Background: an optimization exercise with open tools, aiming at small area. Do not read the settings as production practice.
The RTL was checked by simulation tests, not by an equivalence proof against the original design.
Power is estimated from default activity; no workload was simulated.

<file path="flow/design.v">
module trinket_core (
    input  wire        clk,
    input  wire        rst,           
    input  wire        cmd_valid,
    input  wire [2:0]  cmd_op,
    input  wire [15:0] cmd_arg,
    output wire        cmd_ready,
    output wire [15:0] imem_addr,
    input  wire [15:0] imem_rdata,
    output wire [15:0] dmem_addr,
    output wire        dmem_we,
    output wire [15:0] dmem_wdata,
    input  wire [15:0] dmem_rdata,
    input  wire [2:0]  dbg_sel,
    output wire [15:0] dbg_data,
    output wire [15:0] pc_out,
    output wire        bp_hit
);
    localparam CMD_STEP   = 3'd0;
    localparam CMD_RUN    = 3'd1;
    localparam CMD_SETPC  = 3'd2;
    localparam CMD_ADDBP  = 3'd3;
    localparam CMD_DELBP  = 3'd4;
    localparam CMD_CLRREG = 3'd5;
    localparam OP_ADD  = 3'd0;
    localparam OP_ADDI = 3'd1;
    localparam OP_NAND = 3'd2;
    localparam OP_LUI  = 3'd3;
    localparam OP_SW   = 3'd4;
    localparam OP_LW   = 3'd5;
    localparam OP_BEQ  = 3'd6;
    localparam OP_JALR = 3'd7;
    localparam S_IDLE = 4'd0;    
    localparam S_CLR  = 4'd1;    
    localparam S_LDT  = 4'd2;    
    localparam S_ADD1 = 4'd3;    
    localparam S_ADD2 = 4'd4;    
    localparam S_DEL  = 4'd5;    
    localparam S_DEC  = 4'd6;    
    localparam S_EX1  = 4'd7;    
    localparam S_JAL2 = 4'd8;    
    localparam S_MEM  = 4'd9;    
    localparam S_LWWR = 4'd10;   
    localparam S_PC   = 4'd11;   
    localparam S_PL   = 4'd12;   
    localparam S_BPC  = 4'd13;   
    reg  [5:0]   ph;
    reg  [3:0]   st;
    reg          arm;        
    reg          c;          
    reg          f;          
    reg          g;          
    reg          tk;         
    reg          rb;         
    reg          hit;
    reg  [3:0]   bpv;
    reg  [111:0] xs;         
    reg  [63:0]  bp;         
    reg  [15:0]  pc;
    reg  [15:0]  A;
    reg  [15:0]  T;
    wire [3:0] p    = ph[3:0];
    wire       p0   = (p == 4'd0);
    wire       p15  = (p == 4'd15);
    wire       ph63 = (ph == 6'd63);
    wire [1:0] slot = ph[5:4];
    wire       idle = (st == S_IDLE);
    wire [15:0] instr  = imem_rdata;
    wire [2:0]  opcode = instr[15:13];
    wire [2:0]  ra     = instr[12:10];
    wire [2:0]  rb_    = instr[9:7];
    wire [2:0]  rc     = instr[2:0];
    wire [15:0] xr [0:7];
    genvar gi;
    generate
        assign xr[0] = 16'd0;
        for (gi = 1; gi < 8; gi = gi + 1) begin : g_xr
            assign xr[gi] = xs[16*gi-1 -: 16];
        end
    endgenerate
    wire [2:0]  sel1 = idle ? dbg_sel : (opcode[2] ? ra : rc);
    wire [15:0] m    = xr[sel1];
    wire [31:0] mm   = {m, m} << p;
    wire        x1s  = m[0];
    wire [15:0] mb   = xr[rb_];
    wire        x2s  = mb[0];
    wire        is_lui = (opcode == OP_LUI);
    wire [3:0]  iidx   = p + (is_lui ? 4'd10 : 4'd0);
    wire        iin    = is_lui ? (p >= 4'd6) : (p < 4'd7);
    wire        imm_s  = iin & instr[iidx];
    wire        pc_s   = pc[p];
    wire        rd_s   = dmem_rdata[p];
    reg  oa, ob, cin0;
    reg  xwe, xclr, wbit;
    reg  aen, ain;
    reg  tin;
    reg  bpin;
    reg  d;               
    wire ci = p0 ? cin0 : c;
    wire s  = oa ^ ob ^ ci;
    wire co = (oa & ob) | (ci & (oa ^ ob));
    wire match = ~(f | d);           
    wire bpv_j = bpv[slot];
    wire add_wr = ~g & ~bpv_j;       
    always @(*) begin
        oa = 1'b0; ob = 1'b0; cin0 = 1'b0;
        xwe = 1'b0; xclr = 1'b0; wbit = 1'b0;
        aen = 1'b0; ain = A[0];
        tin = T[0];
        bpin = bp[0];
        d = 1'b0;
        case (st)
            S_CLR: if (arm) begin
                xclr = 1'b1;
                aen  = 1'b1;
                ain  = 1'b0;
            end
            S_LDT: if (arm) begin
                aen = 1'b1;
                tin = A[0];
            end
            S_ADD1, S_DEL: if (arm) begin
                aen = 1'b1;
                d   = A[0] ^ bp[0];
            end
            S_ADD2: begin
                aen = 1'b1;
                if (add_wr) bpin = A[0];
            end
            S_DEC: begin
                oa = T[0]; ob = 1'b1;
                tin = s;
            end
            S_EX1: case (opcode)
                OP_ADD:  begin oa = x2s; ob = x1s; xwe = 1'b1; wbit = s; end
                OP_ADDI: begin oa = x2s; ob = imm_s; xwe = 1'b1; wbit = s; end
                OP_NAND: begin xwe = 1'b1; wbit = ~(x2s & x1s); end
                OP_LUI:  begin xwe = 1'b1; wbit = imm_s; end
                OP_SW, OP_LW: begin oa = x2s; ob = imm_s; aen = 1'b1; ain = s; end
                OP_BEQ:  d = x1s ^ x2s;
                OP_JALR: begin oa = pc_s; cin0 = 1'b1; xwe = 1'b1; wbit = s; end
            endcase
            S_JAL2: begin aen = 1'b1; ain = x2s; end
            S_LWWR: begin xwe = 1'b1; wbit = rd_s; end
            S_PC: begin
                oa = pc_s; ob = g & imm_s; cin0 = 1'b1;
                aen = 1'b1; ain = s;
            end
            S_BPC: d = pc_s ^ bp[0];
            default: ;
        endcase
    end
    integer r;
    always @(posedge clk) begin
        for (r = 1; r < 8; r = r + 1)
            xs[16*r-1 -: 16] <= {(xclr ? 1'b0 : (xwe && ra == r) ? wbit : xs[16*r-16]),
                                 xs[16*r-1 -: 15]};
        bp <= {bpin, bp[63:1]};
        T  <= {tin, T[15:1]};
        c  <= co;
        f  <= p15 ? 1'b0 : (f | d);
        if (idle)      A <= cmd_arg;
        else if (aen)  A <= {ain, A[15:1]};
        if (st == S_PL) pc <= A;
        if (rst) begin
            ph  <= 6'd0;
            st  <= S_CLR;
            arm <= 1'b0;
            tk  <= 1'b0;
            hit <= 1'b0;
            bpv <= 4'd0;
        end else begin
            ph  <= ph + 6'd1;
            if (idle)
                arm <= 1'b0;
            else if (p15 && (ph63 || !(st == S_ADD1 || st == S_DEL)))
                arm <= 1'b1;
            case (st)
                S_IDLE: if (cmd_valid) begin
                    tk <= (cmd_op == CMD_STEP) || (cmd_op == CMD_RUN);
                    rb <= (cmd_op == CMD_RUN);
                    g  <= 1'b0;
                    case (cmd_op)
                        CMD_STEP, CMD_RUN: begin hit <= 1'b0; st <= S_LDT; end
                        CMD_SETPC:  st <= S_PL;
                        CMD_ADDBP:  st <= S_ADD1;
                        CMD_DELBP:  st <= S_DEL;
                        CMD_CLRREG: st <= S_CLR;
                        default: ;
                    endcase
                end
                S_CLR:  if (arm && p15) st <= S_PL;
                S_LDT:  if (arm && p15) st <= S_DEC;
                S_ADD1: begin
                    if (arm && p15 && bpv_j && match) g <= 1'b1;
                    if (arm && ph63) st <= S_ADD2;
                end
                S_ADD2: begin
                    if (p15 && add_wr) begin
                        bpv[slot] <= 1'b1;
                        g <= 1'b1;
                    end
                    if (ph63) st <= S_IDLE;
                end
                S_DEL: begin
                    if (arm && p15 && match) bpv[slot] <= 1'b0;
                    if (arm && ph63) st <= S_IDLE;
                end
                S_DEC:  if (p15) st <= co ? S_EX1 : S_IDLE;
                S_EX1:  if (p15) begin
                    g <= (opcode == OP_BEQ) ? match : (opcode == OP_LW);
                    case (opcode)
                        OP_JALR:      st <= S_JAL2;
                        OP_SW, OP_LW: st <= S_MEM;
                        default:      st <= S_PC;
                    endcase
                end
                S_JAL2: if (p15) st <= S_PL;
                S_MEM:  if (p15) st <= g ? S_LWWR : S_PC;
                S_LWWR: if (p15) begin g <= 1'b0; st <= S_PC; end
                S_PC:   if (p15) st <= S_PL;
                S_PL: begin
                    if (!tk)                  st <= S_IDLE;
                    else if (!rb && p15)      st <= S_DEC;
                    else if (rb && ph63)      st <= S_BPC;
                end
                S_BPC: begin
                    if (p15 && bpv_j && match) hit <= 1'b1;
                    if (ph63) st <= (hit || (bpv_j && match)) ? S_IDLE : S_DEC;
                end
                default: st <= S_IDLE;
            endcase
        end
    end
    assign cmd_ready  = idle;
    assign imem_addr  = pc;
    assign pc_out     = pc;
    assign dmem_addr  = A;
    assign dmem_we    = (st == S_MEM) && p0 && !g && (A[15:13] != 3'b000);
    assign dbg_data   = mm[31:16];
    assign dmem_wdata = mm[31:16];
    assign bp_hit     = hit;
endmodule
</file>
<file path="flow/standard.sh">
#!/bin/bash
# synth_recipe.tcl (not shown) runs the flow's synth.tcl, then flattens the netlist and writes it again
# the make line also repeats each setting of config.mk as NAME=value (left out here)
make -C /OpenROAD-flow-scripts/flow DESIGN_CONFIG=/design/flow/config.mk WORK_HOME=/design/flow/orfs CLKGATE_MAP_FILE= SYNTH_SCRIPT=/design/flow/synth_recipe.tcl "${@:-finish}"
</file>
<file path="flow/constraint.sdc">
create_clock -name core_clock -period 10.0 [get_ports {clk}]
set_input_delay 2.0000 -clock core_clock [delete_from_list [all_inputs] [get_ports {clk}]]
set_output_delay 2.0000 -clock core_clock [all_outputs]
set_load 0.01 [all_outputs]
</file>
<file path="flow/config.mk">
export PLATFORM = sky130hd
export DESIGN_NAME = trinket_core
export DESIGN_NICKNAME = trinket_core
export VERILOG_FILES = /design/flow/design.v
export SDC_FILE = /design/flow/constraint.sdc
export NUM_CORES = 4
export LEC_CHECK = 0
export CAP_MARGIN = 20
export CORE_MARGIN = 2
export CORE_UTILIZATION = 40
export PLACE_DENSITY = 0.6
export SLEW_MARGIN = 20
</file>
<file path="flow/flow/run.sh">
#!/bin/bash
# Standard layout, with small port buffers and a lighter clock tree.
set -euo pipefail
bash standard.sh \
  "BUFFER_PORTS_ARGS=-buffer_cell sky130_fd_sc_hd__buf_1" \
  "CTS_ARGS=-sink_clustering_enable -repair_clock_nets -buf_list sky130_fd_sc_hd__clkbuf_8 -sink_clustering_size 12 -sink_clustering_max_diameter 40 -dont_use_dummy_load" \
  finish > make_finish.log 2>&1
</file>
==> impl_metrics.ini, run 1 <==
[detailed_routing]
wl_per_cell_um = 18.4
wl_met2_um = 10800
top_layer = met5
num_vias = 7203
drtIter0Drc = 717
drt-met1-wl_um = 11500
ant_nets = 0
wl_um = 24400
vias_per_cell = 5.43
drt_first_pass_iters = 5
wl_met3_um = 1560
drc = 0

[placement]
io_buffer_count = 139
dpl.cell_count = 1293
dp_hpwl_um = 17700
dp_slack_ps = 2140
placed_area_um2 = 10400
gp_congestion = 0.880

[worst_setup_path]
path_class = input pin to output port
end_kind = output port
startpoint_type = input pin
cp.arrival_ps = 5930
critPathBufInv = 3
r2r_cells = 16
path_cells = buf_1, mux2_2, mux2i_4, buf_4, mux4_2, nand2_1, nand2_1, mux2_2, mux4_2, a221o_1, buf_1
cp_slowest_cell = buf_1
cpPeakStageDelay_ps = 710
critPathTopFamily = multiplexers
cp.required_ps = 8000
cp.depth = 11
worstPathMaxFanout = 20

[final_layout]
num-fill-cells = 2303
stdcell_count = 1326
drive_above_1_share_pct = 10.3
nNetsFinal = 1069
postLayoutCellArea_um2 = 10800
syn2layout_area_growth_pct = 9.94
regArea_um2 = 5250
fin_util_pct = 44.7
multiInputGateArea_um2 = 4040

[sta]
fin_ws_ps = 2070
setup_tns_ps = 0
max-slew-margin-rel_pct = 34.8
fmax_mhz = 126
grt_setup_unrepaired = no
tightest_slew_ps = 977
finalSetupViolCount = 0
hold_violations = 0
fin_crit_ps = 7930
min_period_over_period_pct = 79.3
finalClockSkew_ps = 45.6
drv_slew = 0

[worst_hold_path]
min_delay_path_depth = 0
hp-class = flip-flop to flip-flop

[flow_run]
max_cap_viol_count = 0

[floorplan]
placementRows = 57
die_y_um = 161
io_pins = 140
dieArea_um2 = 25800
core_area_um2 = 24200
die_w_um = 161
start_util_pct = 40.6

[clock_tree]
clock-sinks = 245
cts_tree = built
cts_resized = 0
cts_root_buffer = clkbuf_8
clk_pin_slew_ps = 70
cts_made_buffers = 31
worstSkewPairLatency_ps = 570
htreeDepth = 1
clock_path_buffers = 3
ctsHoldBuffers = 0
cts_setup_buffers = 0

[synth]
synth_edf_count = 34
synthTopCellsByArea = dfxtp_1 43%, edfxtp_1 10%, mux4_2 7.6%
yosysUniqueCellTypes = 72
yosysSeqAreaShare_pct = 53.4
synth-seq-cells = 245
syn-cell-area_um2 = 9820
async_reset_ff_share_pct = 0
avgSynthCellArea_um2 = 10.9
yosys_warnings = 1
netlist.area_leader.share_pct = 43.0
synthCells = 905
synth_ff_type = dfxtp_1
synth_nets = 972
yosysTopAreaCell = dfxtp_1

[grt]
grt_usage_pct = 18.6
grt_max_degree = 43
grt_pass1_wl_um = 38200
overflow = 0
antenna_found_initial = 3
first_global_vias = 6776

[pwr]
p_per_area_nw_per_um2 = 161
p_int_mw = 1.33
swShare_pct = 23.6
leakage_nw = 3.85
p_clk_share_pct = 33.7
ir_drop_mv = 0.113
p_switching_mw = 0.412
combPwrFrac_pct = 9.0
seqPwrFrac_pct = 57.3

[status]
status = complete, no violations
-- sequential cells by signal, summed over array words and instances, names as in the netlist, named ones only --
name and count:
A 16, T 16, arm 1, bp 64
c 1, f 1, g 1, hit 1
pc 16, ph 6, rb 1, st 4
tk 1, xs 112
-- final timing paths --
path	startpoint	end	slack, ps
max	imem_rdata[15]	dbg_data[13]	2070
min	bp[48]	bp[47]	290
max reg2reg	st[1]	xs[111]	4820
min reg2reg	bp[48]	bp[47]	290
-- synthesized netlist by cell type (all sizes together) (4+ instances only) --
master	number
o21ai	22
xnor2	8
nand2b	11
o32ai	6
inv	14
o211ai	12
a22oi	11
clkbuf	40
and3	5
nor3	31
a211oi	19
a21o	7
mux2	11
nor2b	5
a221o	5
buf	47
a21oi	29
ha	9
edfxtp	34
nand3b	7
a31oi	4
dfxtp	211
mux2i	39
nor2	62
o31ai	5
o221ai	4
nor4	6
nand2	99
nand4	17
mux4	33
or2	7
a32oi	4
nand3	27
o22ai	12
-- power groups by stage --
stage / Combinational (mW) / Clock (mW) / Sequential (mW)
floorplan: 0.119 / 0 / 1.02
global placement: 0.155 / 0 / 1.02
detailed placement: 0.156 / 0 / 1.02
CTS: 0.156 / 0.607 / 0.997
global route: 0.170 / 0.650 / 0.996
finish: 0.157 / 0.587 / 0.997
-- kinds of logic after synthesis --
logic type                 after synthesis  synth area share (%)
AOI/OAI and AO/OA                      168                  12.1
xor gates and xnor gates                10                 0.892
buffers and inverters                  103                  5.62
adders and majority gates               10                  1.35
muxes                                   83                  13.0
and+or+nand+nor                        286                  13.6
DFF                                    245                  53.4
-- layout by cell type (no fill, tap or decap), drive strengths merged, types with 6 or more instances in the layout --
cell type / synthesis / routed
o32ai: 6 / 6
clkbuf: 40 / 31
buf: 47 / 151
a21o: 7 / 7
a21oi: 29 / 29
nand4: 17 / 17
nor3: 31 / 31
mux4: 33 / 33
or2: 7 / 7
nand2b: 11 / 11
ha: 9 / 9
mux2i: 39 / 39
mux2: 11 / 11
dfxtp: 211 / 211
xnor2: 8 / 8
nor4: 6 / 6
o21ai: 22 / 22
a211oi: 19 / 19
nand3b: 7 / 7
o22ai: 12 / 12
edfxtp: 34 / 34
inv: 14 / 14
nand3: 27 / 27
nor2: 62 / 62
nand2: 99 / 99
a22oi: 11 / 11
o211ai: 12 / 12
-- final cells by class --
type / instances / share of cell area [%]
flip-flops and latches: 245 / 48.6
multi-input cells: 557 / 37.4
repair buffers: 151 / 5.67
clock buffers: 31 / 3.95
well taps: 324 / 3.76
inverters: 16 / 0.556
diodes: 2 / 0.0464
-- per-stage QoR --
| step | hold slack, ps | total power, mW |
|---|---|---|
| global route | 292 | 1.82 |
| floorplan | 310 | 1.14 |
| global placement | 310 | 1.17 |
| finish | 295 | 1.74 |
| detailed placement | 312 | 1.17 |
| CTS | 297 | 1.76 |
-- routing by layer --
metal | GRT usage (%) | up-vias
met1 | 27.3 | 3470
li1 | - | 3464
met5 | 0 | -
met2 | 28.1 | 234
met3 | 3.95 | 33
met4 | 4.67 | 2
==> run 2, diff against run 1 <==
==> flow/flow/run.sh (replaced) <==
#!/bin/bash
# Standard layout, with small port buffers and a lighter clock tree.
set -euo pipefail
bash standard.sh \
  "BUFFER_PORTS_ARGS=-buffer_cell sky130_fd_sc_hd__buf_1" \
  "CTS_ARGS=-sink_clustering_enable -repair_clock_nets -buf_list sky130_fd_sc_hd__clkbuf_4 -sink_clustering_size 10 -sink_clustering_max_diameter 30 -dont_use_dummy_load" \
  finish > make_finish.log 2>&1
--- a/flow/config.mk
+++ b/flow/config.mk
@@ -7,6 +7,6 @@
 export LEC_CHECK = 0
 export CAP_MARGIN = 20
 export CORE_MARGIN = 2
-export CORE_UTILIZATION = 40
-export PLACE_DENSITY = 0.6
+export CORE_UTILIZATION = 60
+export PLACE_DENSITY = 0.75
 export SLEW_MARGIN = 20
==> impl_metrics.ini, run 2 <==
[worst_setup_path]
cpPeakStageDelay_ps = 590
worstPathMaxFanout = 20
startpoint_type = input pin
path_class = input pin to output port
cp.arrival_ps = 5780
path_cells = buf_1, mux2_2, mux2i_2, buf_4, mux2i_1, o221ai_1, or2_2, mux2_2, mux4_2, a221o_1, buf_1
end_kind = output port
cp_slowest_cell = buf_1
cp.required_ps = 8000

[synth]
avgSynthCellArea_um2 = 10.9
synth_edf_count = 34
synth-seq-cells = 245
yosysUniqueCellTypes = 72
syn-cell-area_um2 = 9820
netlist.area_leader.share_pct = 43.0
synthCells = 905
yosys_warnings = 1
yosysSeqAreaShare_pct = 53.4
synth_nets = 972
synthTopCellsByArea = dfxtp_1 43%, edfxtp_1 10%, mux4_2 7.6%
yosysMostFrequentCell = dfxtp_1
yosysTopAreaCell = dfxtp_1
synthTopCellsByCount = 211 x dfxtp_1, 99 x nand2_1, 62 x nor2_1
synth_ff_type = dfxtp_1
async_reset_ff_share_pct = 0

[detailed_routing]
wl_um = 23500
wl_per_cell_um = 19.2
num_vias = 7354
vias_per_cell = 6.01
drtIter0Drc = 857
drt_first_pass_iters = 5
drc = 0
ant_nets = 0

[sta]
fin_crit_ps = 7780
grt_setup_unrepaired = no
whs_ps = 273
finalClockSkew_ps = 89.4
finalSetupViolCount = 0
setup_tns_ps = 0
max-slew-margin-rel_pct = 36.4
fin_ws_ps = 2220
min_period_over_period_pct = 77.8
tightest_slew_ps = 953
fmax_mhz = 129
drv_slew = 0
hold_violations = 0

[clock_tree]
clock_path_buffers = 3
cts_resized = 0
ctsHoldBuffers = 0
clk_pin_slew_ps = 90
htreeDepth = 2
cts_root_buffer = clkbuf_4
cts_tree = built
worstSkewPairLatency_ps = 620
cts_made_buffers = 40
clock-sinks = 245
cts_setup_buffers = 0

[placement]
placed_area_um2 = 10200
dp_hpwl_um = 16800
dpl.cell_count = 1183
gp_congestion = 0.883
dp_slack_ps = 2250
io_buffer_count = 139

[floorplan]
dieArea_um2 = 17400
core_area_um2 = 15900
placementRows = 46
die_y_um = 132
io_pins = 140
start_util_pct = 61.6
die_w_um = 132

[grt]
grt_max_degree = 43
grt_pass1_wl_um = 36500
grt_usage_pct = 26.5
antenna_found_initial = 1
first_global_vias = 6782
overflow = 0

[final_layout]
stdcell_count = 1224
nNetsFinal = 1076
largest_reg_flops = 112
top_register = xs
final_cell_mix = 210 x dfxtp_1, 139 x buf_1, 99 x nand2_1
layout_commonest_cell = dfxtp_1
postLayoutCellArea_um2 = 10500
syn2layout_area_growth_pct = 7.10
drive_above_1_share_pct = 10.9
reg.largest.list = xs x112, bp x64
fin_util_pct = 66.0

[flow_run]
max_cap_viol_count = 0

[pwr]
ir_drop_mv = 0.117
fin_total_pwr_mw = 1.63
p_per_area_nw_per_um2 = 155
leakage_nw = 3.80

[status]
status = complete, no violations

[worst_hold_path]
hp-class = flip-flop to flip-flop
-- run 2: area by class of cell --
class	count	area (um^2)
diodes	1	2.50
clock buffers	40	300
fillers	1316	5430
inverters	16	60.1
multi-input cells	557	4040
flip-flops and latches	245	5250
well taps	216	270
repair buffers	149	597
-- run 2: cell families (layout without fill, tap and decap cells) --
| logic type | count (synthesis) | in the layout | synth area share, % |
|---|---|---|---|
| xor+xnor | 10 | 10 | 0.892 |
| compound gates | 168 | 168 | 12.1 |
| simple gates | 286 | 286 | 13.6 |
| flops | 245 | 245 | 53.4 |
| buf+inv | 103 | 205 | 5.62 |
| mux | 83 | 83 | 13.0 |
| fa+ha+maj | 10 | 10 | 1.35 |
| other cells | 0 | 1 | 0 |
-- run 2: routing by layer --
metal / global-route usage (%) / part of all wire (%) / vias up
met2: 38.3 / 44 / 344
met3: 6.73 / 8.5 / 54
met4: 7.97 / 2.2 / 0
met1: 39.2 / 45 / 3456
li1: - / - / 3500
met5: 0 / 0 / -
-- run 2: path summary, 6_finish.rpt --
path,startpoint,slack (ps),cells past startpoint,endpoint
min reg2reg,xs[10],270,0,xs[9]
max reg2reg,st[1],4620,14,xs[31]
min,xs[10],270,0,xs[9]
max,imem_rdata[15],2220,11,dbg_data[13]
-- run 2: worst max-delay path: cells and delay by family --
family	cells	cell delay, ps
AO/OA/AOI/OAI	2	510
AND/OR/NAND/NOR	1	390
multiplexers	5	1830
buffers and inverters	3	1020
-- run 2: power breakdown --
part	leakage, nW	internal (mW)	switching, mW
clock	0.184	0.183	0.299
combinational	1.61	0.0610	0.0914
sequential	2.01	0.996	0.00239
==> run 3, diff against run 2 <==
==> flow/run.sh (new file) <==
#!/bin/bash
# synth_recipe.tcl (not shown) runs the flow's synth.tcl, then flattens the netlist and writes it again
# the make line also repeats each setting of config.mk as NAME=value (left out here)
make -C /OpenROAD-flow-scripts/flow DESIGN_CONFIG=/design/flow/config.mk WORK_HOME=/design/flow/orfs CLKGATE_MAP_FILE= SYNTH_SCRIPT=/design/flow/synth_recipe.tcl finish
--- a/flow/config.mk
+++ b/flow/config.mk
@@ -7,6 +7,6 @@
 export LEC_CHECK = 0
 export CAP_MARGIN = 20
 export CORE_MARGIN = 2
-export CORE_UTILIZATION = 60
-export PLACE_DENSITY = 0.75
+export CORE_UTILIZATION = 40
+export PLACE_DENSITY = 0.6
 export SLEW_MARGIN = 20
removed: flow/flow/run.sh
removed: flow/standard.sh
==> impl_metrics.ini, run 3 <==
[floorplan]
placementRows = 57
core_area_um2 = 24200
start_util_pct = 40.6
dieArea_um2 = 25800
io_pins = 140
die_y_um = 161
die_w_um = 161

[clock_tree]
cts_setup_buffers = 0
cts_resized = 0
cts_tree = built
ctsHoldBuffers = 0
htreeDepth = 1
cts_made_buffers = 25
worstSkewPairLatency_ps = 540
clk_pin_slew_ps = 60
clock_path_buffers = 3
clock-sinks = 245
cts_root_buffer = clkbuf_16

[grt]
grt_max_degree = 43
grtUsageMet2_pct = 29.7
grt_pass1_wl_um = 40000
grt-busiest-layer = met2
first_global_vias = 6951
grt_usage_pct = 19.5
overflow = 0
antenna_found_initial = 1
use_met3_pct = 3.36
grt_use_met1_pct = 29.0

[worst_hold_path]
worstHoldStart = bp[18]
holdPathEnd = bp[17]
min_delay_path_depth = 0
hp-class = flip-flop to flip-flop

[placement]
io_buffer_count = 139
dp_hpwl_um = 18500
placed_area_um2 = 11200
gp_congestion = 0.897
dp_slack_ps = 1450

[final_layout]
largest_reg_flops = 112
final_cell_mix = 210 x dfxtp_1, 139 x clkdlybuf4s50_1, 99 x nand2_1
nNetsFinal = 1065
drive_above_1_share_pct = 11.3
postLayoutCellArea_um2 = 12000
syn2layout_area_growth_pct = 22.5
reg.largest.list = xs x112, bp x64
layout_commonest_cell = dfxtp_1
top_register = xs

[sta]
fmax_mhz = 116
setup_tns_ps = 0
hold_violations = 0
drv_slew = 0
tightest_slew_ps = 822
min_period_over_period_pct = 86.1
fin_crit_ps = 8610
grt_setup_unrepaired = no
fin_ws_ps = 1390
max-slew-margin-rel_pct = 44.0
finalSetupViolCount = 0
finalClockSkew_ps = 28.9

[detailed_routing]
num_vias = 7306
ant_nets = 0
vias_per_cell = 5.46
wl_um = 25500
drtIter0Drc = 629
drc = 0
drt_first_pass_iters = 5
wl_per_cell_um = 19.1

[synth]
synth-seq-cells = 245
synth_nets = 972
syn-cell-area_um2 = 9820
async_reset_ff_share_pct = 0
yosysUniqueCellTypes = 72
synthCells = 905
netlist.area_leader.share_pct = 43.0
synth_edf_count = 34
yosysMostFrequentCell = dfxtp_1
yosys_warnings = 1
yosysSeqAreaShare_pct = 53.4
avgSynthCellArea_um2 = 10.9
yosysTopAreaCell = dfxtp_1
synthTopCellsByArea = dfxtp_1 43%, edfxtp_1 10%, mux4_2 7.6%
synth_ff_type = dfxtp_1
synthTopCellsByCount = 211 x dfxtp_1, 99 x nand2_1, 62 x nor2_1

[pwr]
seqPwrFrac_pct = 48.3
swShare_pct = 23.2
ir_drop_mv = 0.149
leakage_nw = 4.39
p_clk_share_pct = 42.6
p_per_area_nw_per_um2 = 172
fin_total_pwr_mw = 2.06
p_int_mw = 1.59
p_switching_mw = 0.478
combPwrFrac_pct = 9.0

[worst_setup_path]
cp_slowest_cell = clkdlybuf4s50_1
r2r-end = xs[111]
path_cells = clkdlybuf4s50_1, mux2_2, mux2i_4, buf_4, mux2i_1, o22ai_1, or2_2, mux2_2, mux4_2, a221o_1, clkdlybuf4s50_1
r2r_cells = 15
rr_startpoint = st[0]
cp.arrival_ps = 6610
path_class = input pin to output port
cp.required_ps = 8000
r2r_slack_ps = 4750
critPathBufInv = 3
end_kind = output port
worstPathMaxFanout = 26
critPathTopFamily = buffers and inverters
cpPeakStageDelay_ps = 970
startpoint_type = input pin

[status]
status = complete, no violations

[flow_run]
max_cap_viol_count = 0
==> run 3: cell counts after synthesis <==
No cell type changed its count.
==> run 3: power by group through the flow <==
stage / clock [mW] / sequential, mW / combinational (mW)
5_1_grt: 0.941 / 0.997 / 0.201
3_5_place_dp: 0 / 1.02 / 0.186
2_1_floorplan: 0 / 1.02 / 0.119
3_3_place_gp: 0 / 1.02 / 0.185
4_1_cts: 0.902 / 0.997 / 0.186
6_report: 0.880 / 0.997 / 0.187
==> run 3: cells by family after synthesis <==
family	Yosys count	synth area share, %
multiplexers	83	13.0
flip-flops	245	53.4
AO/OA/AOI/OAI	168	12.1
AND/OR/NAND/NOR	286	13.6
XOR/XNOR	10	0.892
buffers and inverters	103	5.62
adder cells (fa/ha/maj)	10	1.35
==> run 3: layout make-up <==
| class | instances | area (um^2) |
|---|---|---|
| flip-flops and latches | 245 | 5250 |
| clock buffers | 31 | 699 |
| multi-input cells | 557 | 4040 |
| well taps | 324 | 405 |
| diodes | 1 | 2.50 |
| fillers | 2131 | 12100 |
| inverters | 16 | 60.1 |
| repair buffers | 153 | 1500 |
| clock inverters | 11 | 82.6 |
==> run 3: metal layers <==
metal  routed length [um]  part of all wire [%]
met1                12200                    48
met2                11400                    44
met3                 1520                   6.0
met4                  504                   2.0
met5                    0                     0
==> run 3: metrics by stage <==
| step | hold slack (ps) | instances | utilization (%) |
|---|---|---|---|
| floorplan | 310 | 905 | - |
| global placement | 311 | 1295 | 46.5 |
| detailed placement | 312 | 1295 | 46.5 |
| CTS | 311 | 1337 | 49.8 |
| global route | 319 | 1338 | 49.8 |
| finish | 312 | 1338 | 49.8 |
==> run 3: how the worst max path moves through the flow <==
stage / start / endpoint / cells after the start
2_1_floorplan: imem_rdata[15] / dmem_wdata[13] / 12
3_3_place_gp: imem_rdata[15] / dmem_wdata[12] / 10
3_5_place_dp: imem_rdata[15] / dmem_wdata[12] / 10
4_1_cts: imem_rdata[15] / dmem_wdata[12] / 10
5_1_grt: imem_rdata[15] / dmem_wdata[13] / 11
6_report: imem_rdata[15] / dbg_data[13] / 11
==> run 4, diff against run 3 <==
--- a/flow/config.mk
+++ b/flow/config.mk
@@ -5,6 +5,7 @@
 export SDC_FILE = /design/flow/constraint.sdc
 export NUM_CORES = 4
 export LEC_CHECK = 0
+export ABC_AREA = 1
 export CAP_MARGIN = 20
 export CORE_MARGIN = 2
 export CORE_UTILIZATION = 40
==> impl_metrics.ini, run 4 <==
[floorplan]
start_util_pct = 40.8
die_y_um = 161
io_pins = 140
placementRows = 57
core_area_um2 = 24300
dieArea_um2 = 26100
die_w_um = 161

[synth]
yosysUniqueCellTypes = 46
yosysSeqAreaShare_pct = 52.9
yosysTopAreaCell = dfxtp_1
syn-cell-area_um2 = 9920
yosys_warnings = 1
netlist.area_leader.share_pct = 42.6
avgSynthCellArea_um2 = 8.14
synthCells = 1219
synth_nets = 1286
yosysMostFrequentCell = nand2_1
synth_edf_count = 34
synthTopCellsByArea = dfxtp_1 43%, edfxtp_1 10%, nand2_1 9.9%
async_reset_ff_share_pct = 0
synth_ff_type = dfxtp_1
synth-seq-cells = 245
synthTopCellsByCount = 261 x nand2_1, 211 x dfxtp_1, 165 x nand3_1

[clock_tree]
cts_resized = 0
clock-sinks = 245
cts_setup_buffers = 0
cts_tree = built
ctsHoldBuffers = 0
worstSkewPairLatency_ps = 530
clk_pin_slew_ps = 60
htreeDepth = 1
cts_made_buffers = 26
clock_path_buffers = 3
cts_root_buffer = clkbuf_16

[grt]
grt_usage_pct = 20.1
grt_pass1_wl_um = 42400
overflow = 0
first_global_vias = 8256
antenna_found_initial = 0
grt_max_degree = 54

[pwr]
ir_drop_mv = 0.161
fin_total_pwr_mw = 2.85
p_per_area_nw_per_um2 = 233
leakage_nw = 5.21

[sta]
tightest_slew_ps = 954
drv_slew = 0
finalSetupViolCount = 0
fin_crit_ps = 7870
grt_setup_unrepaired = no
max-slew-margin-rel_pct = 36.4
fin_ws_ps = 2130
hold_violations = 0
min_period_over_period_pct = 78.7
fmax_mhz = 127
setup_tns_ps = 0
whs_ps = 325
finalClockSkew_ps = 14.3

[final_layout]
syn2layout_area_growth_pct = 23.1
drive_above_1_share_pct = 5.19
reg.largest.list = xs x112, bp x64
num-fill-cells = 2307
top_register = xs
largest_reg_flops = 112
layout_commonest_cell = nand2_1
final_cell_mix = 261 x nand2_1, 210 x dfxtp_1, 165 x nand3_1
nNetsFinal = 1376

[worst_setup_path]
startpoint_type = input pin
path_class = input pin to output port
end_kind = output port
cp.required_ps = 8000
cp.arrival_ps = 5870
worstPathMaxFanout = 45

[placement]
dp_hpwl_um = 18600
gp_congestion = 0.965
io_buffer_count = 139
dp_slack_ps = 2220

[worst_hold_path]
hp-class = flip-flop to flip-flop

[status]
status = complete, no violations

[detailed_routing]
drc = 0
drt_first_pass_iters = 5
drtIter0Drc = 577
vias_per_cell = 5.12
wl_per_cell_um = 15.9
wl_um = 26200
ant_nets = 0
num_vias = 8461

[flow_run]
max_cap_viol_count = 0
## run 4: cell count changes in the layout (fill, tap and decap cells not counted), sizes merged, moves of 15 or more
| cell | previous run | this run |
|---|---|---|
| mux4 | 33 | 0 |
| inv | 17 | 106 |
| mux2i | 39 | 0 |
| nand3 | 27 | 167 |
| nor3 | 31 | 12 |
| nand2 | 99 | 264 |
| a211oi | 19 | 4 |
| nand4 | 17 | 89 |
| nor2 | 62 | 145 |
## run 4: path summary, 6_finish.rpt
kind	depth (start not counted)	slack (ps)	endpoint	start
max	17	2130	dbg_data[2]	imem_rdata[15]
min	0	320	bp[46]	bp[47]
max reg2reg	20	5620	xs[31]	st[0]
min reg2reg	0	320	bp[46]	bp[47]
## run 4: worst max-delay path: stages
cell	delay [ps]
clkdlybuf4s50_1	630
inv_1	270
nand2_1	80
nand2_1	60
nand2_1	60
nand2_2	690
nand2_1	140
nor2_2	450
nand2_1	110
nand2_1	80
nor2_1	80
nand3_1	100
nand3_1	170
nand3_1	150
nand3_1	100
nand2_1	120
clkdlybuf4s50_1	550
## run 4: final cells by class
type / instances / area [um^2] / area share [%]
multi-input cells: 786 / 3770 / 30.9
flip-flops and latches: 245 / 5250 / 43.0
diodes: 1 / 2.50 / 0.0205
clock buffers: 35 / 766 / 6.27
well taps: 324 / 405 / 3.32
inverters: 105 / 397 / 3.25
repair buffers: 145 / 1440 / 11.8
clock inverters: 13 / 186 / 1.53
## run 4: cell families (layout without fill, tap and decap cells)
group	Yosys count	after routing	synth area share [%]
and+or+nand+nor	686	686	31.3
DFF	245	245	52.9
buffers and inverters	188	298	9.13
AOI/OAI and AO/OA	89	89	5.32
adders and majority gates	10	10	1.34
xor gates and xnor gates	1	1	0.0883
other	0	1	0
## run 4: power by group
group | leakage (nW) | internal [mW] | switching [mW]
Clock | 0.466 | 0.644 | 0.395
Combinational | 2.73 | 0.222 | 0.469
Sequential | 2.02 | 1.07 | 0.0480
## run 4: per-layer routing
metal / global-route usage [%] / up-vias / wire length, um
met4: 4.95 / 0 / 579
li1: - / 4236 / -
met3: 4.85 / 44 / 1670
met2: 34.3 / 270 / 12400
met5: 0 / - / 0
met1: 25.5 / 3911 / 11600
## run 4: through the flow
step | util, % | instances | area (um^2)
after floorplan | - | 1219 | 9920
after global placement | 46.3 | 1605 | 11300
after detailed placement | 46.3 | 1605 | 11300
after CTS | 50.2 | 1653 | 12200
after global routing | 50.2 | 1653 | 12200
final | 50.2 | 1654 | 12200
==> run 5, diff against run 4 <==
--- a/flow/design.v
+++ b/flow/design.v
@@ -85,9 +85,8 @@
     wire [15:0] mb   = xr[rb_];
     wire        x2s  = mb[0];
     wire        is_lui = (opcode == OP_LUI);
-    wire [3:0]  iidx   = p + (is_lui ? 4'd10 : 4'd0);
-    wire        iin    = is_lui ? (p >= 4'd6) : (p < 4'd7);
-    wire        imm_s  = iin & instr[iidx];
+    wire [15:0] immv   = is_lui ? {instr[9:0], 6'd0} : {9'd0, instr[6:0]};
+    wire        imm_s  = immv[p];
     wire        pc_s   = pc[p];
     wire        rd_s   = dmem_rdata[p];
     reg  oa, ob, cin0;
@@ -150,6 +149,8 @@
             default: ;
         endcase
     end
+    wire a_sh   = ~idle & aen;
+    wire a_hold = ~idle & ~aen;
     integer r;
     always @(posedge clk) begin
         for (r = 1; r < 8; r = r + 1)
@@ -159,8 +160,7 @@
         T  <= {tin, T[15:1]};
         c  <= co;
         f  <= p15 ? 1'b0 : (f | d);
-        if (idle)      A <= cmd_arg;
-        else if (aen)  A <= {ain, A[15:1]};
+        A <= ({16{idle}} & cmd_arg) | ({16{a_sh}} & {ain, A[15:1]}) | ({16{a_hold}} & A);
         if (st == S_PL) pc <= A;
         if (rst) begin
             ph  <= 6'd0;
==> flow/flow/run.sh (new file) <==
#!/bin/bash
# Standard layout, with small port buffers and a lighter clock tree.
set -euo pipefail
bash standard.sh \
  "BUFFER_PORTS_ARGS=-buffer_cell sky130_fd_sc_hd__buf_1" \
  "CTS_ARGS=-sink_clustering_enable -repair_clock_nets -buf_list sky130_fd_sc_hd__clkbuf_8 -sink_clustering_size 24 -sink_clustering_max_diameter 30 -dont_use_dummy_load" \
  finish > make_finish.log 2>&1
==> flow/standard.sh (new file) <==
#!/bin/bash
# synth_recipe.tcl (not shown) runs the flow's synth.tcl, then flattens the netlist and writes it again
# the make line also repeats each setting of config.mk as NAME=value (left out here)
make -C /OpenROAD-flow-scripts/flow DESIGN_CONFIG=/design/flow/config.mk WORK_HOME=/design/flow/orfs CLKGATE_MAP_FILE= SYNTH_SCRIPT=/design/flow/synth_recipe.tcl "${@:-finish}"
==> flow/config.mk (replaced) <==
export PLATFORM = sky130hd
export DESIGN_NAME = trinket_core
export DESIGN_NICKNAME = trinket_core
export VERILOG_FILES = /design/flow/design.v
export SDC_FILE = /design/flow/constraint.sdc
export NUM_CORES = 4
export LEC_CHECK = 0
export CAP_MARGIN = 20
export CORE_MARGIN = 2
export CORE_UTILIZATION = 65
export PLACE_DENSITY = 0.78
export SLEW_MARGIN = 20
removed: flow/run.sh
==> impl_metrics.ini, run 5 <==
[final_layout]
drive_above_1_share_pct = 12.5
reg.largest.list = xs x112, bp x64
fin_util_pct = 71.8
syn2layout_area_growth_pct = 9.16
top_register = xs
layout_commonest_cell = dfxtp_1
final_cell_mix = 227 x dfxtp_1, 139 x buf_1, 86 x nand2_1
antenna_cells = 0
largest_reg_flops = 112
nNetsFinal = 991
stdcell_count = 1109

[worst_setup_path]
cp.arrival_ps = 6030
critPathBufInv = 3
r2r-end = xs[63]
path_cells = buf_1, mux2_2, mux2i_2, buf_4, mux2i_1, o22ai_1, or3_1, mux4_2, mux4_2, buf_1
path_class = input pin to output port
r2r_slack_ps = 5040
critPathTopFamily = multiplexers
cp.depth = 10
cp_slowest_cell = mux2i_2
r2r_cells = 10
cpPeakStageDelay_ps = 780
end_kind = output port
rr_startpoint = st[0]
cp.required_ps = 8000
worstPathMaxFanout = 16
startpoint_type = input pin

[clock_tree]
cts_resized = 0
worstSkewPairLatency_ps = 520
clock-sinks = 245
clock_path_buffers = 3
clk_pin_slew_ps = 80
cts_setup_buffers = 0
ctsHoldBuffers = 0
cts_made_buffers = 36
cts_root_buffer = clkbuf_8
htreeDepth = 2
cts_tree = built

[sta]
fin_crit_ps = 8030
finalSetupViolCount = 0
max-slew-margin-rel_pct = 26.0
min_period_over_period_pct = 80.3
drv_slew = 0
fmax_mhz = 125
finalClockSkew_ps = 51.8
setup_tns_ps = 0
grt_setup_unrepaired = no
tightest_slew_ps = 1110
whs_ps = 284
hold_violations = 0

[placement]
gp_congestion = 0.958
io_buffer_count = 139
dp_hpwl_um = 16300
dpl.cell_count = 1073

[synth]
synthTopCellsByArea = dfxtp_1 48%, mux4_2 11%, edfxtp_1 5.7%
synth_edf_count = 18
yosysSeqAreaShare_pct = 53.6
synth-seq-cells = 245
syn-cell-area_um2 = 9490
netlist.area_leader.share_pct = 47.9
async_reset_ff_share_pct = 0
yosysMostFrequentCell = dfxtp_1
avgSynthCellArea_um2 = 11.6
synthTopCellsByCount = 227 x dfxtp_1, 86 x nand2_1, 58 x nor2_1
synth_nets = 881
yosysTopAreaCell = dfxtp_1
yosys_warnings = 1
synthCells = 817
yosysUniqueCellTypes = 71
synth_ff_type = dfxtp_1

[detailed_routing]
drt_first_pass_iters = 5
num_vias = 6926
drtIter0Drc = 625
drc = 0
vias_per_cell = 6.25
wl_um = 22700
wl_per_cell_um = 20.5
ant_nets = 0

[floorplan]
start_util_pct = 65.8
die_y_um = 125
core_area_um2 = 14400
io_pins = 140
die_w_um = 125
dieArea_um2 = 15600
placementRows = 44

[grt]
antenna_found_initial = 0
grt_pass1_wl_um = 35800
overflow = 0
grt_usage_pct = 28.8
grt_max_degree = 29
first_global_vias = 6647

[pwr]
p_per_area_nw_per_um2 = 225
leakage_nw = 3.78
ir_drop_mv = 0.190

[worst_hold_path]
hp-class = flip-flop to flip-flop
worstHoldStart = bp[31]
holdPathEnd = bp[30]
min_delay_path_depth = 0

[status]
status = complete, no violations

[flow_run]
max_cap_viol_count = 0
run 5: cell count changes in the layout (fill, tap and decap cells not counted), sizes merged, moves of 47 or more:
| cell | delta |
|---|---|
| buf | +142 |
| clkdlybuf4s50 | -139 |
| inv | -93 |
| mux2i | +51 |
| mux4 | +47 |
| nand2 | -176 |
| nand3 | -156 |
| nand4 | -85 |
| nor2 | -87 |
run 5: worst max-delay path by stage:
stage                         from       endpoint
global placement    imem_rdata[15]   dbg_data[13]
CTS                 imem_rdata[15]   dbg_data[13]
global route        imem_rdata[15]   dbg_data[13]
finish              imem_rdata[15]   dbg_data[13]
detailed placement  imem_rdata[15]   dbg_data[13]
floorplan           imem_rdata[15]  dmem_wdata[9]
run 5: cells by family (layout without fill, tap and decap cells):
| kind of cell | Yosys count | after routing | synth area share, % |
|---|---|---|---|
| flops | 245 | 245 | 53.6 |
| simple gates | 221 | 221 | 10.7 |
| compound gates | 139 | 139 | 10.7 |
| mux | 107 | 107 | 17.9 |
| buf+inv | 91 | 199 | 5.42 |
| fa+ha+maj | 7 | 7 | 1.00 |
| xor+xnor | 7 | 7 | 0.646 |
run 5: layer usage:
metal,share of wire [%],up-vias,wire [um],GRT usage (%)
li1,-,3150,-,-
met4,1.7,0,383,7.19
met5,0,-,0,0
met1,44,3357,9950,42.5
met3,9.6,40,2190,6.62
met2,45,379,10200,43.4
run 5: metrics by stage:
| stage | worst slack, ps | instance area [um^2] | power (mW) |
|---|---|---|---|
| 6_report | 1970 | 10400 | 2.34 |
| 5_1_grt | 1760 | 10400 | 2.44 |
| 4_1_cts | 1950 | 10400 | 2.34 |
| 3_5_place_dp | 2000 | 9860 | 1.70 |
| 3_3_place_gp | 2120 | 9860 | 1.69 |
| 2_1_floorplan | 3130 | 9490 | 1.55 |
run 5: area by class of cell:
cell class | count | area, um^2
sequential | 245 | 5080
fill | 1006 | 4060
multi-input combinational | 481 | 3890
timing repair buffer | 148 | 589
clock buffer | 36 | 495
tap | 184 | 230
inverter | 15 | 68.8
run 5: where the power goes:
group | internal (mW) | leakage, nW | switching [mW]
sequential | 1.06 | 2.00 | 0.0616
combinational | 0.210 | 1.52 | 0.371
clock | 0.317 | 0.259 | 0.321
total | 1.58 | 3.78 | 0.753
==> run 6, diff against run 5 <==
==> flow/flow/run.sh (replaced) <==
#!/bin/bash
# Own layout flow:
#  1. the standard synthesis (standard.sh synth), unchanged;
#  2. its combinational logic re-mapped for area with a deeper ABC script; every
#     flip-flop instance of step 1 is kept as it is (same cells, same names);
#  3. the standard ORFS flow from floorplan to finish on that netlist, with
#     buf_1 port buffers and a clock tree of clkbuf_4 cells.
# Each tool writes its full output to a log file in this folder.
set -euo pipefail
HERE=$(pwd)
LIB=$FLOW_HOME/platforms/$FLOW_PLATFORM/lib/sky130_fd_sc_hd__tt_025C_1v80.lib
RES=$HERE/orfs/results/$FLOW_PLATFORM/trinket_core/base
YOSYS=$FLOW_HOME/../tools/install/yosys/bin/yosys
[[ -x $YOSYS ]] || YOSYS=yosys

bash standard.sh synth > log_1_standard_synth.log 2>&1
cp "$RES/1_2_yosys.v" "$HERE/standard_synth.v"

python3 flow/gen_models.py "$LIB" "$HERE/cell_models.v" > log_2_gen_models.log 2>&1
DU=$(sed -n '/^export DONT_USE_CELLS/,/^#/p' "$FLOW_HOME/platforms/$FLOW_PLATFORM/config.mk" \
     | grep -o 'sky130_fd_sc_hd__[a-z0-9_]*' | sed 's/^/-dont_use /' | tr '\n' ' ')
cat > remap.ys <<EOT
read_liberty -lib $LIB
read_verilog -overwrite $HERE/cell_models.v
read_verilog $HERE/standard_synth.v
hierarchy -top $FLOW_TOP
flatten
simplemap
opt -purge
opt_clean -purge
abc -liberty $LIB $DU -script $HERE/flow/deep.abc
splitnets
opt_clean -purge
hilomap -singleton -hicell sky130_fd_sc_hd__conb_1 HI -locell sky130_fd_sc_hd__conb_1 LO
insbuf -buf sky130_fd_sc_hd__buf_4 A X
check
stat -liberty $LIB
write_verilog -noattr -nohex -nodec $HERE/remapped.v
EOT
$YOSYS -s remap.ys > log_3_remap_yosys.log 2>&1
cp "$HERE/remapped.v" "$RES/1_2_yosys.v"
rm -f "$RES/1_synth.odb"

bash standard.sh \
  "BUFFER_PORTS_ARGS=-buffer_cell sky130_fd_sc_hd__buf_1" \
  "CTS_ARGS=-sink_clustering_enable -repair_clock_nets -buf_list sky130_fd_sc_hd__clkbuf_4 -sink_clustering_size 10 -sink_clustering_max_diameter 30 -dont_use_dummy_load" \
  finish > log_4_finish.log 2>&1
==> flow/flow/deep.abc (new file) <==
strash
&get -n
&deepsyn -T 60
&put
dch -f
map -a
topo
==> flow/flow/gen_models.py (new file) <==
#!/usr/bin/env python3
"""Write Verilog models of the combinational cells of a liberty file.
usage: gen_models.py LIB OUT.v"""
import re, sys
lib = open(sys.argv[1]).read()
out = []
for m in re.finditer(r'\n    cell \("([^"]+)"\) \{', lib):
    name = m.group(1)
    start = m.end()
    nxt = lib.find('\n    cell ("', start)
    body = lib[start:nxt if nxt > 0 else len(lib)]
    if re.search(r'\n        (ff|latch|statetable) ?\(', body) or 'three_state' in body:
        continue
    pins = []
    for pm in re.finditer(r'\n        pin \("([^"]+)"\) \{', body):
        pstart = pm.end()
        pn = re.search(r'\n        pin \("', body[pstart:])
        pbody = body[pstart:pstart + pn.start()] if pn else body[pstart:]
        d = re.search(r'\n            direction : "?(\w+)"?;', pbody)
        f = re.search(r'\n            function : "([^"]*)";', pbody)
        pins.append((pm.group(1), d.group(1) if d else None, f.group(1) if f else None))
    outs = [p for p in pins if p[1] == 'output']
    ins = [p for p in pins if p[1] == 'input']
    if not outs or any(p[2] is None or p[2] == '' for p in outs):
        continue
    ports = [p[0] for p in ins] + [p[0] for p in outs]
    s = f"module {name} ({', '.join(ports)});\n"
    for p in ins:
        s += f"  input {p[0]};\n"
    for p in outs:
        s += f"  output {p[0]};\n"
        s += f"  assign {p[0]} = {p[2].replace('!', '~')};\n"
    s += "endmodule\n"
    out.append(s)
open(sys.argv[2], 'w').write(''.join(out))
print(len(out), 'models')
--- a/flow/config.mk
+++ b/flow/config.mk
@@ -7,6 +7,6 @@
 export LEC_CHECK = 0
 export CAP_MARGIN = 20
 export CORE_MARGIN = 2
-export CORE_UTILIZATION = 65
-export PLACE_DENSITY = 0.78
+export CORE_UTILIZATION = 60
+export PLACE_DENSITY = 0.75
 export SLEW_MARGIN = 20
==> impl_metrics.ini, run 6 <==
[worst_setup_path]
rr_startpoint = st[3]
cp_slowest_cell = nor2_1
r2r-end = st[1]
end_kind = output port
path_cells = nor2_1, nand2_1, clkinv_1, a221oi_1, clkinv_1, nor2_1, clkinv_1, nor2_1, a22oi_1, and3_2, o21ai_0, nand2_1, o21ai_0, nand2_1, o21ai_0, nand2_1, o21ai_0, buf_1
cp.arrival_ps = 5950
r2r_cells = 23
critPathLaunch = st[3]
crit_path_end = dbg_data[2]
worstPathMaxFanout = 15
startpoint_type = flip-flop
cp.required_ps = 8000
r2r_slack_ps = 4300
cpPeakStageDelay_ps = 810
path_class = flip-flop to output port

[sta]
whs_ps = 293
grt_setup_unrepaired = no
finalClockSkew_ps = 71.2
max-slew-margin-rel_pct = 29.2
min_period_over_period_pct = 79.5
fmax_mhz = 126
finalSetupViolCount = 0
hold_violations = 0
fin_crit_ps = 7950
drv_slew = 0
fin_ws_ps = 2050
tightest_slew_ps = 1060
setup_tns_ps = 0

[grt]
overflow = 0
grt_usage_pct = 26.7
grt_max_degree = 24
antenna_found_initial = 1
first_global_vias = 6105
grt_pass1_wl_um = 31300

[detailed_routing]
drtIter0Drc = 669
wl_um = 20800
drt_first_pass_iters = 5
wl_per_cell_um = 17.2
drc = 0
vias_per_cell = 5.69
ant_nets = 0
num_vias = 6908

[status]
status = complete, no violations

[placement]
dp_hpwl_um = 15300
dp_slack_ps = 2230
io_buffer_count = 139
placed_area_um2 = 8990
gp_congestion = 0.963

[clock_tree]
worstSkewPairLatency_ps = 620
clk_pin_slew_ps = 90
ctsHoldBuffers = 0
cts_root_buffer = clkbuf_4
cts_resized = 0
htreeDepth = 2
clock-sinks = 245
clock_path_buffers = 3
cts_tree = built
cts_made_buffers = 39
cts_setup_buffers = 0

[pwr]
leakage_nw = 3.36
ir_drop_mv = 0.127
p_per_area_nw_per_um2 = 183

[final_layout]
layout_commonest_cell = dfxtp_1
drive_above_1_share_pct = 6.00
largest_reg_flops = 112
top_register = xs
final_cell_mix = 227 x dfxtp_1, 139 x buf_1, 121 x nand2_1
nNetsFinal = 1093
postLayoutCellArea_um2 = 9280
reg.largest.list = xs x112, bp x64
syn2layout_area_growth_pct = 7.35

[flow_run]
max_cap_viol_count = 0

[worst_hold_path]
hp-class = flip-flop to flip-flop

[floorplan]
die_y_um = 124
io_pins = 140
start_util_pct = 61.8
placementRows = 43
die_w_um = 124
dieArea_um2 = 15400
core_area_um2 = 14000

[synth]
synth_nets = 968
synthCells = 911
avgSynthCellArea_um2 = 9.49
syn-cell-area_um2 = 8650
yosys_warnings = 1
==> run 6: report_power, final <==
part	switching [mW]	internal (mW)
sequential	0.0357	1.02
clock	0.292	0.179
combinational	0.111	0.0583
total	0.439	1.26
==> run 6: area by class of cell <==
class	count	area (um^2)
Inverter	85	319
Clock buffer	39	293
Multi-Input combinational cell	517	2770
Fill cell	1213	4700
Sequential cell	245	5080
Tap cell	180	225
Antenna cell	1	2.50
Timing Repair Buffer	148	593
==> run 6: metal layers <==
layer,up-vias,GRT usage (%),wire length (um)
met5,-,0,0
li1,3383,-,-
met2,272,40.3,9330
met4,0,8.78,424
met3,36,6.18,1530
met1,3217,38.1,9560
==> run 6: how the worst min path moves through the flow <==
stage	to	startpoint	cells past startpoint
after global placement	bp[34]	bp[35]	0
after CTS	xs[8]	xs[9]	0
final	xs[8]	xs[9]	0
after global routing	T[11]	T[12]	0
after floorplan	T[0]	T[1]	0
after detailed placement	bp[28]	bp[29]	0
==> run 6: per-stage QoR <==
stage / power (mW) / instances / util (%)
2_1_floorplan: 1.21 / 911 / -
3_3_place_gp: 1.24 / 1174 / 64.2
3_5_place_dp: 1.25 / 1175 / 64.2
4_1_cts: 1.71 / 1214 / 66.3
5_1_grt: 1.78 / 1215 / 66.4
6_report: 1.70 / 1215 / 66.4
==> run 6: critical path: cells and delay by family, from the launching register on <==
family                 cells  cell delay [ps]
flip-flops                 1              530
AO/OA/AOI/OAI              6             1410
AND/OR/NAND/NOR            8             2330
buffers and inverters      4             1060
==> run 7, diff against run 6 <==
==> flow/flow/deep.abc (replaced) <==
strash
&get -n
&deepsyn -T 120
&put
&get -n
&dch -f
&nf -R 1000 -p -F 10 -C 32
&put
topo
==> impl_metrics.ini, run 7 <==
[status]
status = complete, no violations

[sta]
fin_ws_ps = 2160
max-slew-margin-rel_pct = 25.6
drv_slew = 0
hold_violations = 0
fin_crit_ps = 7840
whs_ps = 262
setup_tns_ps = 0
finalClockSkew_ps = 74.7
fmax_mhz = 128
min_period_over_period_pct = 78.4
grt_setup_unrepaired = no
finalSetupViolCount = 0
tightest_slew_ps = 1110

[final_layout]
final_cell_mix = 227 x dfxtp_1, 139 x buf_1, 87 x nor2_1
syn2layout_area_growth_pct = 7.51
num-fill-cells = 1144
antenna_cells = 0
stdcell_count = 1105
reg.largest.list = xs x112, bp x64
postLayoutCellArea_um2 = 9080
layout_commonest_cell = dfxtp_1
drive_above_1_share_pct = 5.62
top_register = xs
nNetsFinal = 984
largest_reg_flops = 112
regArea_um2 = 5080
multiInputGateArea_um2 = 2830

[worst_setup_path]
rr_startpoint = st[1]
path_class = input pin to output port
crit_path_end = dmem_wdata[13]
worstPathMaxFanout = 15
cp.arrival_ps = 5840
r2r_slack_ps = 5010
startpoint_type = input pin
cp.required_ps = 8000
critPathLaunch = imem_rdata[15]
r2r-end = xs[47]
r2r_cells = 18
end_kind = output port

[grt]
grt_max_degree = 44
grt_usage_pct = 26.9
overflow = 0
antenna_found_initial = 0
first_global_vias = 6249
grt_pass1_wl_um = 31600

[placement]
dp_slack_ps = 2270
io_buffer_count = 139
placed_area_um2 = 8770
dpl.cell_count = 1064
dp_hpwl_um = 14500
gp_congestion = 0.910

[synth]
syn-cell-area_um2 = 8450
synthCells = 801
avgSynthCellArea_um2 = 10.5
synth_nets = 858
yosys_warnings = 1

[pwr]
ir_drop_mv = 0.111
p_per_area_nw_per_um2 = 188
leakage_nw = 3.25

[floorplan]
core_area_um2 = 13800
dieArea_um2 = 15000
placementRows = 43
die_y_um = 123
io_pins = 140
die_w_um = 123
start_util_pct = 61.1

[clock_tree]
clk_pin_slew_ps = 100
worstSkewPairLatency_ps = 630
clock_path_buffers = 3
cts_root_buffer = clkbuf_4
cts_setup_buffers = 0
cts_resized = 0
ctsHoldBuffers = 0
cts_tree = built
cts_made_buffers = 41
htreeDepth = 2
clock-sinks = 245

[detailed_routing]
wl_um = 20600
wl_per_cell_um = 18.6
drtIter0Drc = 706
num_vias = 6658
drc = 0
drt_first_pass_iters = 6
ant_nets = 0
vias_per_cell = 6.03

[worst_hold_path]
hp-class = flip-flop to flip-flop

[flow_run]
max_cap_viol_count = 0
-- run 7: area by class of cell --
class                      count  share of cell area (%)
sequential                   245                    56.0
multi-input combinational    478                    31.1
timing repair buffer         147                    6.41
clock buffer                  41                    3.39
tap                          180                    2.48
inverter                      14                   0.579
-- run 7: worst min-delay path by stage --
| stage | end | from | slack [ps] | cells past startpoint |
|---|---|---|---|---|
| finish | T[5] | T[6] | 260 | 0 |
| global route | T[12] | T[13] | 270 | 0 |
| CTS | T[5] | T[6] | 260 | 0 |
| detailed placement | bp[60] | bp[61] | 310 | 0 |
| global placement | T[1] | T[2] | 310 | 0 |
| floorplan | T[0] | T[1] | 310 | 0 |
-- run 7: metal layers --
metal	part of all wire [%]	global-route usage, %	vias up
met5	0	0	-
met4	3.3	11.8	0
met3	8.3	6.69	64
met2	45	40.2	325
met1	44	37.2	3132
li1	-	-	3137
-- run 7: power by group --
group	leakage [nW]	internal, mW	switching, mW
sequential	2.00	1.02	0.0369
clock	0.189	0.188	0.308
combinational	1.07	0.0546	0.0970
total	3.25	1.27	0.441
-- run 7: per-stage QoR --
stage,power (mW),utilization [%]
after floorplan,1.20,-
after global placement,1.22,63.4
after detailed placement,1.23,63.4
after CTS,1.72,65.7
after global routing,1.78,65.7
final,1.71,65.7
-- run 7: critical path, cell delays in order --
cell and delay, ps:
buf_1 430, nor3_1 140, nor3_1 420, nand2b_1 200, nor2_1 860, a222oi_1 260, and3_1 290, mux2i_1 280
a222oi_1 230, mux2i_1 260, nor2_1 60, a21oi_1 210, buf_1 180
==> run 8, diff against run 7 <==
--- a/flow/flow/run.sh
+++ b/flow/flow/run.sh
@@ -43,5 +43,5 @@
 
 bash standard.sh \
   "BUFFER_PORTS_ARGS=-buffer_cell sky130_fd_sc_hd__buf_1" \
-  "CTS_ARGS=-sink_clustering_enable -repair_clock_nets -buf_list sky130_fd_sc_hd__clkbuf_4 -sink_clustering_size 10 -sink_clustering_max_diameter 30 -dont_use_dummy_load" \
+  "CTS_ARGS=-sink_clustering_enable -repair_clock_nets -buf_list \"sky130_fd_sc_hd__clkbuf_4 sky130_fd_sc_hd__clkbuf_8\" -sink_clustering_size 14 -sink_clustering_max_diameter 30 -dont_use_dummy_load" \
   finish > log_4_finish.log 2>&1
--- a/flow/config.mk
+++ b/flow/config.mk
@@ -7,6 +7,6 @@
 export LEC_CHECK = 0
 export CAP_MARGIN = 20
 export CORE_MARGIN = 2
-export CORE_UTILIZATION = 60
-export PLACE_DENSITY = 0.75
+export CORE_UTILIZATION = 70
+export PLACE_DENSITY = 0.8
 export SLEW_MARGIN = 20
==> impl_metrics.ini, run 8 <==
[placement]
dp_hpwl_um = 14700
io_buffer_count = 139
gp_congestion = 0.956

[floorplan]
die_w_um = 114
start_util_pct = 70.9
die_y_um = 114
io_pins = 140
placementRows = 40

[synth]
yosys_warnings = 1
synthCells = 801
avgSynthCellArea_um2 = 10.5
synth_nets = 858
syn-cell-area_um2 = 8450

[status]
stop_stage = clock tree synthesis (4_1_cts)
firstError = [ERROR STA-0564] clock_tree_synthesis positional arguments not supported.
status = stopped before the end
[run 8: worst max path at each step]
stage                               from  depth (start not counted)  slack, ps        endpoint
after global placement    imem_rdata[15]                         13       2420   dmem_wdata[5]
after floorplan           imem_rdata[15]                         14       2720  dmem_wdata[15]
after detailed placement  imem_rdata[15]                         14       2260   dmem_wdata[0]
[run 8: power groups by stage]
stage / clock (mW) / sequential [mW] / combinational [mW]
after floorplan: 0 / 1.07 / 0.130
after detailed placement: 0 / 1.08 / 0.149
after global placement: 0 / 1.08 / 0.145
[run 8: stage by stage]
step / cells / worst slack (ps) / power, mW / hold slack [ps] / area (um^2)
2_1_floorplan: 801 / 2720 / 1.20 / 310 / 8450
3_3_place_gp: 1029 / 2420 / 1.22 / 310 / 8720
3_5_place_dp: 1029 / 2260 / 1.23 / 312 / 8720
==> run 9, diff against run 8 <==
--- a/flow/flow/run.sh
+++ b/flow/flow/run.sh
@@ -43,5 +43,5 @@
 
 bash standard.sh \
   "BUFFER_PORTS_ARGS=-buffer_cell sky130_fd_sc_hd__buf_1" \
-  "CTS_ARGS=-sink_clustering_enable -repair_clock_nets -buf_list \"sky130_fd_sc_hd__clkbuf_4 sky130_fd_sc_hd__clkbuf_8\" -sink_clustering_size 14 -sink_clustering_max_diameter 30 -dont_use_dummy_load" \
+  "CTS_ARGS=-sink_clustering_enable -repair_clock_nets -buf_list sky130_fd_sc_hd__clkbuf_4 -sink_clustering_buffer sky130_fd_sc_hd__clkbuf_8 -sink_clustering_size 20 -sink_clustering_max_diameter 35 -dont_use_dummy_load" \
   finish > log_4_finish.log 2>&1
==> impl_metrics.ini, run 9 <==
[status]
status = complete, no violations

[floorplan]
start_util_pct = 70.9
placementRows = 40
die_y_um = 114
die_w_um = 114
dieArea_um2 = 13000
core_area_um2 = 11900
io_pins = 140

[sta]
setup_tns_ps = 0
hold_violations = 0
tightest_slew_ps = 975
fin_crit_ps = 7620
fmax_mhz = 131
fin_ws_ps = 2380
finalClockSkew_ps = 56.1
finalSetupViolCount = 0
min_period_over_period_pct = 76.2
max-slew-margin-rel_pct = 34.9
grt_setup_unrepaired = no
drv_slew = 0

[synth]
syn-cell-area_um2 = 8450
synthCells = 801
yosys_warnings = 1
avgSynthCellArea_um2 = 10.5
synth_nets = 858

[detailed_routing]
ant_nets = 0
vias_per_cell = 6.31
num_vias = 6667
drtIter0Drc = 844
drt_first_pass_iters = 5
drc = 0
wl_per_cell_um = 19.7
wl_um = 20800

[grt]
antenna_found_initial = 0
grt_pass1_wl_um = 32500
overflow = 0
grt_usage_pct = 31.5
grt_max_degree = 40
first_global_vias = 6215

[flow_run]
max_cap_viol_count = 0

[placement]
dp_hpwl_um = 14700
gp_congestion = 0.956
placed_area_um2 = 8720
io_buffer_count = 139
dpl.cell_count = 1029
dp_slack_ps = 2260

[worst_setup_path]
cp.arrival_ps = 5620
worstPathMaxFanout = 15
cp.required_ps = 8000
end_kind = output port
path_class = input pin to output port
startpoint_type = input pin

[final_layout]
layout_commonest_cell = dfxtp_1
reg.largest.list = xs x112, bp x64
fin_util_pct = 76.4
syn2layout_area_growth_pct = 7.72
top_register = xs
antenna_cells = 0
final_cell_mix = 227 x dfxtp_1, 139 x buf_1, 81 x nor2_1
drive_above_1_share_pct = 4.73
nNetsFinal = 969
postLayoutCellArea_um2 = 9100
stdcell_count = 1057
largest_reg_flops = 112

[clock_tree]
cts_setup_buffers = 0
worstSkewPairLatency_ps = 710
clock_path_buffers = 3
ctsHoldBuffers = 0
htreeDepth = 1
clock-sinks = 245
clk_pin_slew_ps = 110
cts_resized = 0
cts_made_buffers = 28
cts_root_buffer = clkbuf_4
cts_tree = built

[pwr]
leakage_nw = 3.25
p_per_area_nw_per_um2 = 191
ir_drop_mv = 0.145

[worst_hold_path]
hp-class = flip-flop to flip-flop
run 9: routing by layer:
metal  track usage (%)  vias up  share of wire (%)
met5                 0        -                  0
met4              9.59        0                2.2
met3              5.69       34                8.3
met2              50.1      354                 47
met1              44.6     3172                 43
li1                  -     3107                  -
run 9: layout make-up:
class,count,area (um^2)
Multi-Input combinational cell,478,2840
Inverter,14,52.6
Fill cell,855,2810
Tap cell,147,184
Timing Repair Buffer,145,567
Clock buffer,28,367
Sequential cell,245,5080
run 9: stage by stage:
step / hold slack, ps / power, mW
after floorplan: 310 / 1.20
after global placement: 310 / 1.22
after detailed placement: 312 / 1.23
after CTS: 271 / 1.74
after global routing: 270 / 1.81
final: 263 / 1.74
run 9: worst paths after layout:
check             slack, ps  cells past startpoint       endpoint           start
setup reg to reg       5100                     11         xs[79]           ph[1]
hold / removal          260                      0         bp[44]          bp[45]
hold reg to reg         260                      0         bp[44]          bp[45]
setup / recovery       2380                     14  dmem_wdata[0]  imem_rdata[15]
run 9: worst max-delay path, cell delays in order:
cell      delay, ps
buf_1           430
nor3_1          130
nor3_1          400
nand2b_1        230
nor2_2          620
a222oi_1        250
nand3_1         210
nand2_1          70
o21ai_0         190
clkinv_1        130
o21ai_0         300
o21ai_0         160
o21ai_0         310
buf_1           190
run 9: power breakdown:
part / switching, mW / total, mW / internal [mW]
clock: 0.297 / 0.528 / 0.231
sequential: 0.0364 / 1.06 / 1.02
combinational: 0.0987 / 0.153 / 0.0544
total: 0.432 / 1.74 / 1.31

separate check: timing with driven ports:
The results above use ideal ports. As a check the final layouts listed here were re-extracted and re-timed, cells and wires unchanged.
Step 1 assumes that a clkbuf_16 drives the clock port and a buf_2 every other input.
Step 2 adds t to the input delays and takes it off the output delays; t is the mean of the earliest and latest rising clock arrival at the registers after step 1. Input paths then give back, and output paths get back, about the clock's delay inside the block.
a / b / c = ideal / step 1 / step 2; a / b = the first two.
run | t (ns) | setup slack, ns | worst slew at a driven data input, ns | pins driven straight from the clock port
run 1 | 0.588 | 2.068 / 2.000 / 2.000 | 0.07 | 1
run 2 | 0.620 | 2.221 / 2.193 / 2.193 | 0.06 | 1
run 3 | 0.569 | 1.389 / 1.332 / 1.332 | 0.08 | 1
run 4 | 0.571 | 2.126 / 2.073 / 2.073 | 0.07 | 1
run 5 | 0.538 | 1.971 / 1.944 / 1.944 | 0.07 | 1
run 6 | 0.636 | 2.047 / 2.009 / 2.056 | 0.05 | 1
run 7 | 0.633 | 2.157 / 2.114 / 2.114 | 0.04 | 1
run 9 | 0.713 | 2.378 / 2.348 / 2.348 | 0.06 | 1
After both steps every run listed still meets setup and hold. For run 1, which loses most, drivers alone change the setup slack by -0.068 ns; drivers and shift together by -0.068 ns.
